Context: an optimization exercise on an open-source flow, tuned for small area, a short achievable clock period and few clock cycles per item. The choices shown serve that exercise and are no tape-out recipe. Function was checked by simulation only, so behaviour that the tests miss may differ from the original. No activity file was given, so power comes from the tool's default toggle rates.

==> flow/design.v <==
module bcmseq #(
    parameter [15:0] BASE_LOOP_TICKS = 16'd8,
    parameter [15:0] CALL_OVERHEAD   = 16'd2,
    parameter [15:0] FIRST_INTERVAL  = 16'd100
) (
    input  wire        clk,
    input  wire        rst,
    input  wire        cmd_valid,
    input  wire [51:0] cmd,
    output reg         cmd_ready,
    output reg         rsp_valid,
    output wire [7:0]  rsp,
    input  wire [1:0]  rot,
    output reg         hm_en,
    output reg         hm_we,
    output reg  [10:0] hm_addr,
    output wire [7:0]  hm_wdata,
    input  wire [7:0]  hm_rdata,
    output reg         sm_en,
    output reg  [10:0] sm_addr,
    input  wire [7:0]  sm_rdata,
    output reg         tmr_load,
    output wire [15:0] tmr_period,
    output reg         tmr_stop,
    input  wire        tmr_expire,
    output reg         p_blank,
    output reg         p_lat,
    output reg         p_clk,
    output reg  [3:0]  p_addr,
    output reg  [5:0]  p_data
);
    localparam [3:0] OP_BEGIN    = 4'h1,
                     OP_STOP     = 4'h2,
                     OP_SETPIXEL = 4'h3,
                     OP_SWAPREQ  = 4'h4,
                     OP_RDSTAT   = 4'h5,
                     OP_COPYFWD  = 4'h6,
                     OP_BUFRD    = 4'h7,
                     OP_BUFWR    = 4'h8;
    localparam [15:0] BC2  = BASE_LOOP_TICKS + {CALL_OVERHEAD[14:0], 1'b0};
    localparam [15:0] DUR0 = BC2 - CALL_OVERHEAD;
    localparam [15:0] DUR1 = {BC2[14:0], 1'b0} - CALL_OVERHEAD;
    localparam [15:0] DUR2 = {BC2[13:0], 2'b0} - CALL_OVERHEAD;
    localparam [15:0] DUR3 = {BC2[12:0], 3'b0} - CALL_OVERHEAD;
    function [4:0] band_hi(input [2:0] r, input [1:0] b);
        begin
            case ({r, b})
                5'b000_00: band_hi = 5'd0;   5'b000_01: band_hi = 5'd1;   5'b000_10: band_hi = 5'd2;
                5'b001_00: band_hi = 5'd3;   5'b001_01: band_hi = 5'd4;   5'b001_10: band_hi = 5'd5;
                5'b010_00: band_hi = 5'd6;   5'b010_01: band_hi = 5'd7;   5'b010_10: band_hi = 5'd8;
                5'b011_00: band_hi = 5'd9;   5'b011_01: band_hi = 5'd10;  5'b011_10: band_hi = 5'd11;
                5'b100_00: band_hi = 5'd12;  5'b100_01: band_hi = 5'd13;  5'b100_10: band_hi = 5'd14;
                5'b101_00: band_hi = 5'd15;  5'b101_01: band_hi = 5'd16;  5'b101_10: band_hi = 5'd17;
                5'b110_00: band_hi = 5'd18;  5'b110_01: band_hi = 5'd19;  5'b110_10: band_hi = 5'd20;
                5'b111_00: band_hi = 5'd21;  5'b111_01: band_hi = 5'd22;  5'b111_10: band_hi = 5'd23;
                default:   band_hi = 5'd0;
            endcase
        end
    endfunction
    reg        active;
    reg        pending;      
    reg        swapreq;
    reg        back;         
    reg [1:0]  plane;        
    reg [2:0]  row;
    reg        h_idle;
    reg        st_fill, st_rd, st_cp, st_wr, st_stop;
    reg        is_px, is_cp;
    reg [1:0]  k;            
    reg        bot;
    reg [2:0]  p1, p2, p3;   
    reg        r0, g0, b0;   
    reg [7:0]  d;            
    reg        run;          
    reg        go;           
    reg        sh;           
    reg        m3;           
    reg        fz;           
    reg [4:0]  c;            
    reg [1:0]  ph;
    reg [1:0]  t0, t32;      
    reg [6:2]  tp;           
    wire        accept = cmd_valid & cmd_ready;
    wire [3:0]  op     = cmd[51:48];
    wire [15:0] cx     = cmd[47:32];
    wire [15:0] cy     = cmd[31:16];
    wire [15:0] cc     = cmd[15:0];
    wire op_begin = (op == OP_BEGIN);
    wire op_stop  = (op == OP_STOP);
    wire op_px    = (op == OP_SETPIXEL);
    wire op_swap  = (op == OP_SWAPREQ);
    wire op_stat  = (op == OP_RDSTAT);
    wire op_copy  = (op == OP_COPYFWD);
    wire op_bufrd = (op == OP_BUFRD);
    wire op_bufwr = (op == OP_BUFWR);
    wire in_range = rot[0] ? (~|cx[15:4] & ~|cy[15:5])
                           : (~|cx[15:5] & ~|cy[15:4]);
    reg [4:0] rx;
    reg [3:0] ry;
    always @(*) begin
        case (rot)
            2'd0:    begin rx = cx[4:0];  ry = cy[3:0];  end
            2'd1:    begin rx = ~cy[4:0]; ry = cx[3:0];  end
            2'd2:    begin rx = ~cx[4:0]; ry = ~cy[3:0]; end
            default: begin rx = cy[4:0];  ry = ~cx[3:0]; end
        endcase
    end
    wire [4:0] r3 = band_hi(ry[2:0], 2'd0);    
    wire [9:0] off = hm_addr[9:0];
    wire off_last = (off == 10'd767);
    wire [10:0] cy_off;
    assign cy_off[0] = ~is_px;
    genvar gi;
    generate
        for (gi = 0; gi < 10; gi = gi + 1) begin : g_inc
            if (gi == 4)
                assign cy_off[gi + 1] = (off[gi] & cy_off[gi]) | is_px;
            else
                assign cy_off[gi + 1] = off[gi] & cy_off[gi];
        end
    endgenerate
    wire [9:0] off_inc = off ^ cy_off[9:0];
    reg [7:0] mg;
    always @(*) begin
        mg = hm_rdata;
        if (is_px) begin
            case (k)
                2'd0: if (!bot) mg[4:2] = p1;
                      else begin mg[7:5] = p1; mg[1:0] = {b0, g0}; end
                2'd1: if (!bot) begin mg[4:2] = p2; mg[0] = b0; end
                      else begin mg[7:5] = p2; mg[1] = r0; end
                default: if (!bot) begin mg[4:2] = p3; mg[1:0] = {g0, r0}; end
                      else mg[7:5] = p3;
            endcase
        end
    end
    assign hm_wdata = d;
    assign rsp      = d;
    wire wr_done   = is_cp ? off_last : (~is_px | k[1]);
    wire fill_done = st_fill & off_last & (hm_addr[10] ^ back);
    wire       c31     = &c;
    wire       c0      = ~|c;
    wire [1:0] lastph  = (m3 | ((plane == 2'd0) & c0)) ? 2'd2 : 2'd1;
    wire       at_last = (ph == lastph);
    wire       pre     = m3 ? (ph == 2'd1) : (ph == 2'd0);    
    wire       dec     = run & c31 & pre;                    
    wire       dpos    = run & c31 & at_last;                
    wire       wrap    = run & c0 & at_last;                 
    wire       stop_acc = accept & op_stop;
    wire       take    = (pending | tmr_expire) & active & ~stop_acc & (dec | ~run);
    reg        n_fill, n_rd, n_cp, n_wr, n_stop;
    always @(*) begin
        n_fill = st_fill & ~fill_done;
        n_stop = st_stop & run;
        n_rd   = st_wr & ~wr_done;
        n_cp   = st_rd;
        n_wr   = st_cp & (is_px | is_cp);
        if (accept) begin
            n_fill = op_begin;
            n_stop = op_stop;
            n_rd   = (op_px & in_range) | op_copy | op_bufrd;
            n_wr   = op_bufwr;
        end
    end
    wire n_idle = ~(n_fill | n_rd | n_cp | n_wr | n_stop);
    wire n_fz   = take | (fz & ~p_lat);
    wire n_run  = take | (run & ~(wrap & ~go));
    wire       adv = dpos & go;
    reg [4:0]  n_c;
    reg [1:0]  n_ph;
    always @(*) begin
        if (!run) begin
            n_c  = 5'd31;
            n_ph = 2'd1;
        end else if (at_last) begin
            n_c  = c ^ {&c[3:0], &c[2:0], &c[1:0], c[0], 1'b1};
            n_ph = 2'd0;
        end else begin
            n_c  = c;
            n_ph = {ph[0], ~ph[0]};
        end
    end
    wire       wrap3 = (plane == 2'd3);
    wire       fwrap = wrap3 & (&row);
    wire       swap  = adv & fwrap & swapreq;
    reg [1:0]  n_plane;
    reg [2:0]  n_row;
    reg        n_back;
    always @(*) begin
        n_plane = plane;
        n_row   = row;
        n_back  = back ^ swap;
        if (adv) begin
            n_plane = {plane[1] ^ plane[0], ~plane[0]};
            if (wrap3)
                n_row = row ^ {&row[1:0], row[0], 1'b1};
        end
        if (fill_done) begin
            n_plane = 2'd3;
            n_row   = 3'd7;
            n_back  = 1'b0;
        end
    end
    reg [1:0] n_band;
    always @(*) begin
        case (n_plane)
            2'd0:    n_band = n_ph;
            2'd1:    n_band = 2'd0;
            2'd2:    n_band = 2'd1;
            default: n_band = 2'd2;
        endcase
    end
    reg [6:2] n_tp;
    always @(*) begin
        if (!active) n_tp = FIRST_INTERVAL[6:2];
        else case (plane)                   
            2'd1:    n_tp = DUR0[6:2];
            2'd2:    n_tp = DUR1[6:2];
            2'd3:    n_tp = DUR2[6:2];
            default: n_tp = DUR3[6:2];
        endcase
    end
    assign tmr_period = {9'd0, tp, active, 1'b0};
    always @(posedge clk) begin
        if (h_idle) begin
            hm_addr <= {back ^ op_copy, op_px ? {r3, rx} : cx[9:0]};
            d       <= {cc[7:1], cc[0] | (swapreq & op[2])};
            p1      <= {cc[2], cc[8],  cc[13]};
            p2      <= {cc[3], cc[9],  cc[14]};
            p3      <= {cc[4], cc[10], cc[15]};
            r0      <= cc[12];
            g0      <= cc[7];
            b0      <= cc[1];
            bot     <= ry[3];
            k       <= 2'd0;
            is_px   <= op_px;
            is_cp   <= op_copy;
        end else begin
            if ((st_fill & off_last) | ((st_rd | st_wr) & is_cp))
                hm_addr[10] <= ~hm_addr[10];
            if (st_fill) begin
                hm_addr[9:0] <= off_last ? 10'd0 : off_inc;
            end else if (st_wr) begin
                hm_addr[9:0] <= off_inc;
            end
            if (st_cp)
                d <= mg;
            if (st_wr)
                k <= {k[0], ~k[1] & ~k[0]};
        end
        if (rst) begin
            h_idle    <= 1'b1;
            st_fill   <= 1'b0;
            st_rd     <= 1'b0;
            st_cp     <= 1'b0;
            st_wr     <= 1'b0;
            st_stop   <= 1'b0;
            hm_en     <= 1'b0;
            hm_we     <= 1'b0;
            cmd_ready <= 1'b1;
            rsp_valid <= 1'b0;
            tmr_stop  <= 1'b0;
        end else begin
            h_idle    <= n_idle;
            st_fill   <= n_fill;
            st_rd     <= n_rd;
            st_cp     <= n_cp;
            st_wr     <= n_wr;
            st_stop   <= n_stop;
            hm_en     <= n_fill | n_rd | n_wr;
            hm_we     <= n_fill | n_wr;
            cmd_ready <= n_idle & ~n_fz;
            rsp_valid <= (accept & op_stat) | (st_cp & ~is_px & ~is_cp);
            tmr_stop  <= st_stop & ~run;
        end
        t32 <= sm_rdata[1:0];
        t0  <= t32;
        if (!pre)
            p_data <= (m3 & (ph == 2'd0)) ? {t0, t32, sm_rdata[1:0]} : sm_rdata[7:2];
        c       <= n_c;
        ph      <= n_ph;
        plane   <= n_plane;
        row     <= n_row;
        back    <= n_back;
        sm_addr <= {~n_back, band_hi(n_row, n_band), n_c};
        tp      <= n_tp;
        if (!run) begin
            m3 <= 1'b0;
            sh <= 1'b0;
        end else if (wrap) begin
            m3 <= (plane == 2'd0);
            sh <= 1'b1;
        end
        if (take)
            go <= 1'b1;
        else if (dec)
            go <= 1'b0;
        pending <= (pending | tmr_expire) & ~take & ~(accept & op_begin);
        if (swap | fill_done)
            swapreq <= 1'b0;
        else if (accept & op_swap)
            swapreq <= 1'b1;
        if (rst) begin
            run      <= 1'b0;
            sm_en    <= 1'b0;
            fz       <= 1'b0;
            active   <= 1'b0;
            p_blank  <= 1'b1;
            p_lat    <= 1'b0;
            p_clk    <= 1'b0;
            p_addr   <= 4'd0;
            tmr_load <= 1'b0;
        end else begin
            run   <= n_run;
            sm_en <= n_run;
            fz    <= n_fz;
            if (fill_done)
                active <= 1'b1;
            else if (stop_acc)
                active <= 1'b0;
            if (dec | take)
                p_blank <= 1'b1;
            else if (p_lat)
                p_blank <= 1'b0;
            p_lat    <= wrap & go;
            tmr_load <= (wrap & go) | (accept & op_begin);
            p_clk    <= run & sh & pre;
            if (fill_done)
                p_addr <= 4'd0;
            else if (dpos & sh)
                p_addr <= {1'b0, row};
        end
    end
endmodule
==> flow/run.sh <==
#!/bin/bash
# synth_recipe.tcl (not shown) runs the flow's synth.tcl, then flattens the netlist and writes it again
# the make line also repeats each setting of config.mk as NAME=value (left out here)
make -C /OpenROAD-flow-scripts/flow DESIGN_CONFIG=/design/flow/config.mk WORK_HOME=/design/flow/orfs CLKGATE_MAP_FILE= SYNTH_SCRIPT=/design/flow/synth_recipe.tcl finish
==> flow/config.mk <==
export PLATFORM = sky130hd
export DESIGN_NAME = bcmseq
export DESIGN_NICKNAME = bcmseq
export VERILOG_FILES = /design/flow/design.v
export SDC_FILE = /design/flow/constraint.sdc
export NUM_CORES = 4
export LEC_CHECK = 0
export CAP_MARGIN = 20
export CORE_MARGIN = 2
export CORE_UTILIZATION = 40
export SETUP_SLACK_MARGIN = 3.5
export SLEW_MARGIN = 20
==> flow/constraint.sdc <==
create_clock -name core_clock -period 6.0 [get_ports {clk}]
set_input_delay 1.2000 -clock core_clock [delete_from_list [all_inputs] [get_ports {clk}]]
set_output_delay 1.2000 -clock core_clock [all_outputs]
set_load 0.01 [all_outputs]
==> results of run 1 <==
-- path summary, 6_finish.rpt --
kind                          start            endpoint  slack (ns)  cells after the start
setup / recovery  c[1]$_SDFFE_PN1P_  sm_addr[5]$_DFF_P_        2.98                     16
hold / removal       t32[1]$_DFF_P_       t0[1]$_DFF_P_        0.35                      0
setup reg to reg  c[1]$_SDFFE_PN1P_  sm_addr[5]$_DFF_P_        2.98                     16
hold reg to reg      t32[1]$_DFF_P_       t0[1]$_DFF_P_        0.35                      0
-- metrics by stage --
stage	setup WS [ns]	util, %
floorplan	2.958	-
global placement	2.073	52.90
detailed placement	2.002	52.90
CTS	2.972	59.37
global route	2.837	60.98
finish	2.978	61.02
-- kinds of logic (layout without fill, tap and decap cells) --
kind of cell,after synthesis,after routing,synth area share [%]
other,1,13,0.07415
and+or+nand+nor,158,159,16.18
DFF,96,96,45.92
buffers and inverters,63,223,6.210
adders and majority gates,28,28,6.927
muxes,42,42,8.585
xor gates and xnor gates,11,11,1.905
AOI/OAI and AO/OA,105,105,14.20
-- where the power goes --
part / internal, mW / switching, mW / total [mW]
logic: 0.269 / 0.209 / 0.478
clock network: 0.294 / 0.250 / 0.544
registers: 0.728 / 0.0310 / 0.759
-- layout by cell type (no fill, tap or decap), types with 6 or more instances in the layout --
master / count
clkdlybuf4s50_1: 99
buf_4: 48
dfxtp_1: 47
nand2_1: 46
edfxtp_1: 40
mux2i_1: 29
o21ai_0: 27
nor2_1: 25
a21oi_1: 21
dlygate4sd2_1: 21
ha_4: 15
nand2b_1: 13
a22o_1: 13
inv_1: 11
conb_1: 11
nand3_1: 9
ha_1: 9
clkbuf_16: 9
inv_2: 8
xnor2_1: 7
mux2_2: 7
nor3_1: 7
dlymetal6s2s_1: 7
buf_2: 6
-- flip-flops by register name, indices dropped and copies added (netlist names), 2 cells and up --
register,flops
hm_addr,11
d,8
sm_addr,7
p_data,6
tp,5
c,4
p1,3
p2,3
p3,3
p_addr,3
row,3
k,2
ph,2
plane,2
t0,2
t32,2
-- final cells by class --
class                           instances  area [um2]  area share, %
Tap cell                              172       215.2          2.829
Clock inverter                          4       26.28         0.3455
Clock buffer                           12       246.5          3.241
Antenna cell                            2       5.005        0.06580
Timing Repair Buffer                  187        1729          22.73
Inverter                               20       77.57          1.020
Sequential cell                        96        2344          30.81
Multi-Input combinational cell        356        2963          38.95
-- layer usage --
layer | routed length (um) | vias to the layer above | global-route usage, % | part of all wire (%)
li1 | - | 2125 | - | -
met1 | 5775 | 2035 | 23.75 | 43
met2 | 6716 | 108 | 33.57 | 50
met3 | 780 | 15 | 5.501 | 5.8
met4 | 198 | 0 | 6.825 | 1.5
met5 | 0 | - | 0 | 0
-- repair_timing --
| item | CTS | global route |
|---|---|---|
| cloned | 0 | 1 |
| endpoints found under the setup margin | 42 | 28 |
| buffers inserted | 39 | 11 |
| endpoints found under the hold margin | 0 | 0 |
| pin swaps | 22 | 11 |
| resized for setup | 113 | 26 |
==> qor.csv, run 1 <==
metric;value;unit
status;finished clean;
slowest_stage;dfxtp_4;
insertion_delay;0.35;ns
post-route-period-util;50.37;%
firstDrtPassIters;4;
syn_to_final_growth;50.40;%
crit_type;reg -> reg;
layout.nets;772;
drv_cap;0;
p_leak;3.082;nW
setup_viol;0;
grt_usage;19.62;%
clk_path_buf_depth;2;
p_per_area;234.2;nW/um2
period_minus_slack;3.022;ns
rsz0062_at_grt;true;
ys.flop_type;dfxtp_1;
netlist_instances;504;
coreArea;12470;um2
synth_seq_cells;96;
synth_area_leaders;edfxtp_1 24%, dfxtp_1 22%, ha_1 6.9%;
fin_cells;849;
worstPathMaxFanout;4;
viasPerCell;5.045;
rows;41;
dp_cells;780;
wirelength;13.47;mm
vias;4283;
async_reset_ff_share;0;%
fin_skew;0.006041;ns
yosysWarnings;1;
setup_tns;0;ns
dieArea;13560;um2
globalRouteOverflowTotal;0;
drc_errors;0;
clkTransAtPathRegs;0.07;ns
dpl-instance-area;6594;um2
antenna_found_initial;0;
max-slew-margin-rel;36.73;%
drive_gt1_share;24.74;%
critPathTopFamily;adder cells;
post-synth-top-count-cell;dfxtp_1;
hold_ws;0.3520;ns
detail-route-antenna-nets;0;
drv_slew;0;
slowest_delay;0.37;ns
synth_edf_count;40;
finalPower;1.781;mW
path_cells;ha_4 -> and3_4 -> ha_4 -> nand3_4 -> nor2_4 -> mux2i_4 -> mux2i_1 -> and2_4 -> ha_4 -> o22ai_4 -> inv_2 -> buf_6 -> buf_6 -> buf_6 -> ha_2 -> mux2_2;
die_x;116.4;um
worst_pin_slew;0.9470;ns
fillers;1058;
syn-cell-area;5057;um2
cts_buffers;9;
cts_tree;done;
synth_largest_area_cell;edfxtp_1;
synth_top_area_share;23.75;%
root_buffer;clkbuf_16;
required;6.24;ns
arrival;3.26;ns
routedWlPerCell;15.87;um
htreeDepth;3;
pin_count;148;
start_util;40.57;%
synth_cell_types;67;
peakVddDrop;0.1952;mV
cp-start-kind;flip-flop;
dp_hpwl;9.088;mm
avgSynthCellArea;10.03;um2
netlist_top_cells_count;56 x dfxtp_1, 47 x nand2_1, 40 x edfxtp_1;
hold_viol;0;
clock_sinks;96;
min_path_type;reg -> reg;
fin_area;7606;um2
die_h;116.4;um
first_iter_violations;193;
grt_pass1_wl;20.40;mm
grt_pass1_vias;4152;
place_congestion;0.8438;
port_buffers;135;
grt_max_degree;47;
fmax;330.9;MHz
yosysSeqAreaShare;45.92;%
cp.buffers_inverters;4;
ctsHoldBuffers;0;
cp-end-kind;flip-flop;
Testbench counts, summed over its fixed seeds: cycles 55,512, ticks 768.
==> run 2, diff against run 1 <==
--- a/flow/config.mk
+++ b/flow/config.mk
@@ -8,5 +8,4 @@
 export CAP_MARGIN = 20
 export CORE_MARGIN = 2
 export CORE_UTILIZATION = 40
-export SETUP_SLACK_MARGIN = 3.5
 export SLEW_MARGIN = 20
==> run 2 against run 1 <==
- still clean
- register-to-register slack got worse by 1.1 ns
- sequential power barely moved
- die area unchanged
- count of clock-buffer cells in the layout increased by 1
- via count shrank 6.5%
- global-route usage shrank 1.7 points
- non-clock buffer count shrank 51
- combinational power shrank 32%
- largest power group unchanged
==> qor.csv, run 2 <==
metric;value;unit
detail-route-antenna-nets;0;
grt_max_degree;47;
dp_hpwl;9.003;mm
root_buffer;clkbuf_16;
clock_sinks;96;
coreArea;12470;um2
start_util;40.57;%
wirelength;11.93;mm
globalRouteOverflowTotal;0;
syn-cell-area;5057;um2
fin_cells;795;
dp_cells;779;
slowest_stage;o22ai_1;
hold_viol;0;
synth_cell_types;67;
arrival;4.31;ns
yosysWarnings;1;
met1_usage;22.21;%
port_buffers;135;
gr-usage-met2;30.08;%
grt_pass1_wl;18.66;mm
clk_path_buf_depth;2;
synth_top_area_share;23.75;%
period_minus_slack;4.107;ns
busiest_layer;met2;
postCtsSetupBuffers;0;
critPathTopFamily;compound AO/OA/AOI/OAI gates;
netlist_top_cells_count;56 x dfxtp_1, 47 x nand2_1, 40 x edfxtp_1;
drv_slew;0;
drive_gt1_share;5.457;%
ctsHoldBuffers;0;
worstPathMaxFanout;9;
insertion_delay;0.34;ns
hold_depth;0;
finalPower;1.633;mW
grt_use_met3;5.501;%
drv_cap;0;
cp.buffers_inverters;2;
rsz0062_at_grt;false;
cts_tree;done;
grt_pass1_vias;3794;
synth_edf_count;40;
drc_errors;0;
cp-start-kind;flip-flop;
pre_cts_ws;1.869;ns
slowest_delay;0.47;ns
crit_type;reg -> reg;
ctsResizeCount;0;
rows;41;
yosysSeqAreaShare;45.92;%
crit_top_cell;ha_1;
die_x;116.4;um
required;6.21;ns
layout.nets;720;
path_cells;inv_1 -> ha_1 -> a21oi_2 -> mux2i_2 -> mux2i_1 -> and2_1 -> ha_1 -> nand3_1 -> o22ai_1 -> inv_1 -> ha_1 -> nand3b_1 -> mux2i_1 -> a221oi_1 -> o32ai_1;
peakVddDrop;0.2127;mV
setup_tns;0;ns
antennaDiodeCount;0;
grt_usage;17.96;%
min_path_type;reg -> reg;
max-slew-margin-rel;39.73;%
pin_count;148;
viasPerCell;5.036;
routedWlPerCell;15.01;um
p_leak;2.715;nW
setup_slack;1.893;ns
synth_seq_cells;96;
cts_buffers;9;
synth_largest_area_cell;edfxtp_1;
p_per_area;243.2;nW/um2
worst_pin_slew;0.9021;ns
fin_skew;0.007852;ns
final_common_cell;clkdlybuf4s50_1;
reg_top3;hm_addr x11, d x8, sm_addr x7;
post-synth-top-count-cell;dfxtp_1;
ys.flop_type;dfxtp_1;
clkTransAtPathRegs;0.07;ns
netlist_instances;504;
setup_viol;0;
cp-end-kind;flip-flop;
final_cell_mix;135 x clkdlybuf4s50_1, 56 x dfxtp_1, 47 x nand2_1, 40 x edfxtp_1, 33 x mux2i_1;
syn_to_final_growth;32.76;%
htreeDepth;3;
largest_reg_flops;11;
vias;4004;
top_register;hm_addr;
place_congestion;0.7782;
avgSynthCellArea;10.03;um2
synth_area_leaders;edfxtp_1 24%, dfxtp_1 22%, ha_1 6.9%;
antenna_found_initial;0;
die_h;116.4;um
firstDrtPassIters;4;
dieArea;13560;um2
fmax;243.5;MHz
post-route-period-util;68.45;%
rr_worst_depth;15;
status;finished clean;
cp.depth;15;
async_reset_ff_share;0;%
first_iter_violations;194;
run 2: cell types whose count changed in the layout (fill, tap and decap cells not counted), sizes merged:
cell           previous run  this run
buf                      59         1
clkdlybuf4s50            99       135
dlygate4sd2              21         0
dlymetal6s2s              7         0
diode                     2         0
clkbuf                   12        13
clkdlybuf4s15             1         0
clkinv                    1         0
clkinvlp                  0         1
inv                      23        22
nand2                    48        47
run 2: worst paths after layout:
| path | start | slack, ns | end |
|---|---|---|---|
| setup / recovery | plane[1]$_DFF_P_ | 1.89 | sm_addr[8]$_DFF_P_ |
| hold / removal | t32[1]$_DFF_P_ | 0.35 | t0[1]$_DFF_P_ |
| setup reg to reg | plane[1]$_DFF_P_ | 1.89 | sm_addr[8]$_DFF_P_ |
| hold reg to reg | t32[1]$_DFF_P_ | 0.35 | t0[1]$_DFF_P_ |
run 2: metrics by stage:
| stage | utilization, % | cell area, um2 | hold WS, ns |
|---|---|---|---|
| 6_report | 53.86 | 6714 | 0.3536 |
| 5_1_grt | 53.86 | 6714 | 0.3596 |
| 4_1_cts | 53.86 | 6714 | 0.3568 |
| 3_5_place_dp | 51.58 | 6430 | 0.3447 |
| 3_3_place_gp | 51.58 | 6430 | 0.3316 |
| 2_1_floorplan | - | 5095 | 0.3257 |
run 2: layer usage:
layer  share of wire [%]  vias to the layer above
met1                  44                     1870
met4                 1.2                        0
met5                   0                        -
met2                  50                      105
met3                 5.3                       10
li1                    -                     2019
run 2: final cells by class:
cell class	count	area (um2)
tap	172	215.2
inverter	20	75.07
multi-input combinational	355	2459
clock inverter	3	22.52
clock buffer	13	261.5
timing repair buffer	136	1359
sequential	96	2322
fill	1161	5752
run 2: worst register-to-register path, cell delays in order (launching register included):
cell	delay, ns
dfxtp_1	0.42
inv_1	0.08
ha_1	0.30
a21oi_2	0.43
mux2i_2	0.45
mux2i_1	0.23
and2_1	0.16
ha_1	0.19
nand3_1	0.09
o22ai_1	0.47
inv_1	0.20
ha_1	0.30
nand3b_1	0.10
mux2i_1	0.07
a221oi_1	0.32
o32ai_1	0.16
run 2: cells by family after synthesis:
kind of cell,count (synthesis),synth area share (%)
AO/OA/AOI/OAI,105,14.20
other,1,0.07415
XOR/XNOR,11,1.905
AND/OR/NAND/NOR,158,16.18
multiplexers,42,8.585
buffers and inverters,63,6.210
adder cells (fa/ha/maj),28,6.927
flip-flops,96,45.92
run 2: report_power, final:
group / internal (mW) / total [mW] / switching [mW]
clock: 0.308 / 0.546 / 0.238
combinational: 0.173 / 0.327 / 0.154
sequential: 0.729 / 0.759 / 0.0300

==> what the ideal ports hide <==
In the flow no input, the clock included, has a driving cell. The finished layouts below were timed again as built, in two steps.
Step 1 assumes that a clkbuf_16 drives the clock port and a buf_2 every other input.
Step 2 also shifts input and output timing later by t, the mid clock arrival at the registers, as if the neighbouring blocks saw the same clock.
Three values: no drivers, after step 1, after step 2; two values: the first two.
| run | shift t [ns] | setup WS [ns] | slew at the worst register clock pin (ns) | worst data-port slew with drivers (ns) |
|---|---|---|---|---|
| run 1 | 0.389 | 2.978 / 2.978 / 2.950 | 0.07 / 0.07 | 0.06 |
| run 2 | 0.380 | 1.893 / 1.893 / 1.874 | 0.07 / 0.07 | 0.06 |
After both steps setup and hold are still met in every run listed. For run 1, which loses most, drivers alone change the setup slack by 0.000 ns; drivers and shift together by -0.028 ns.
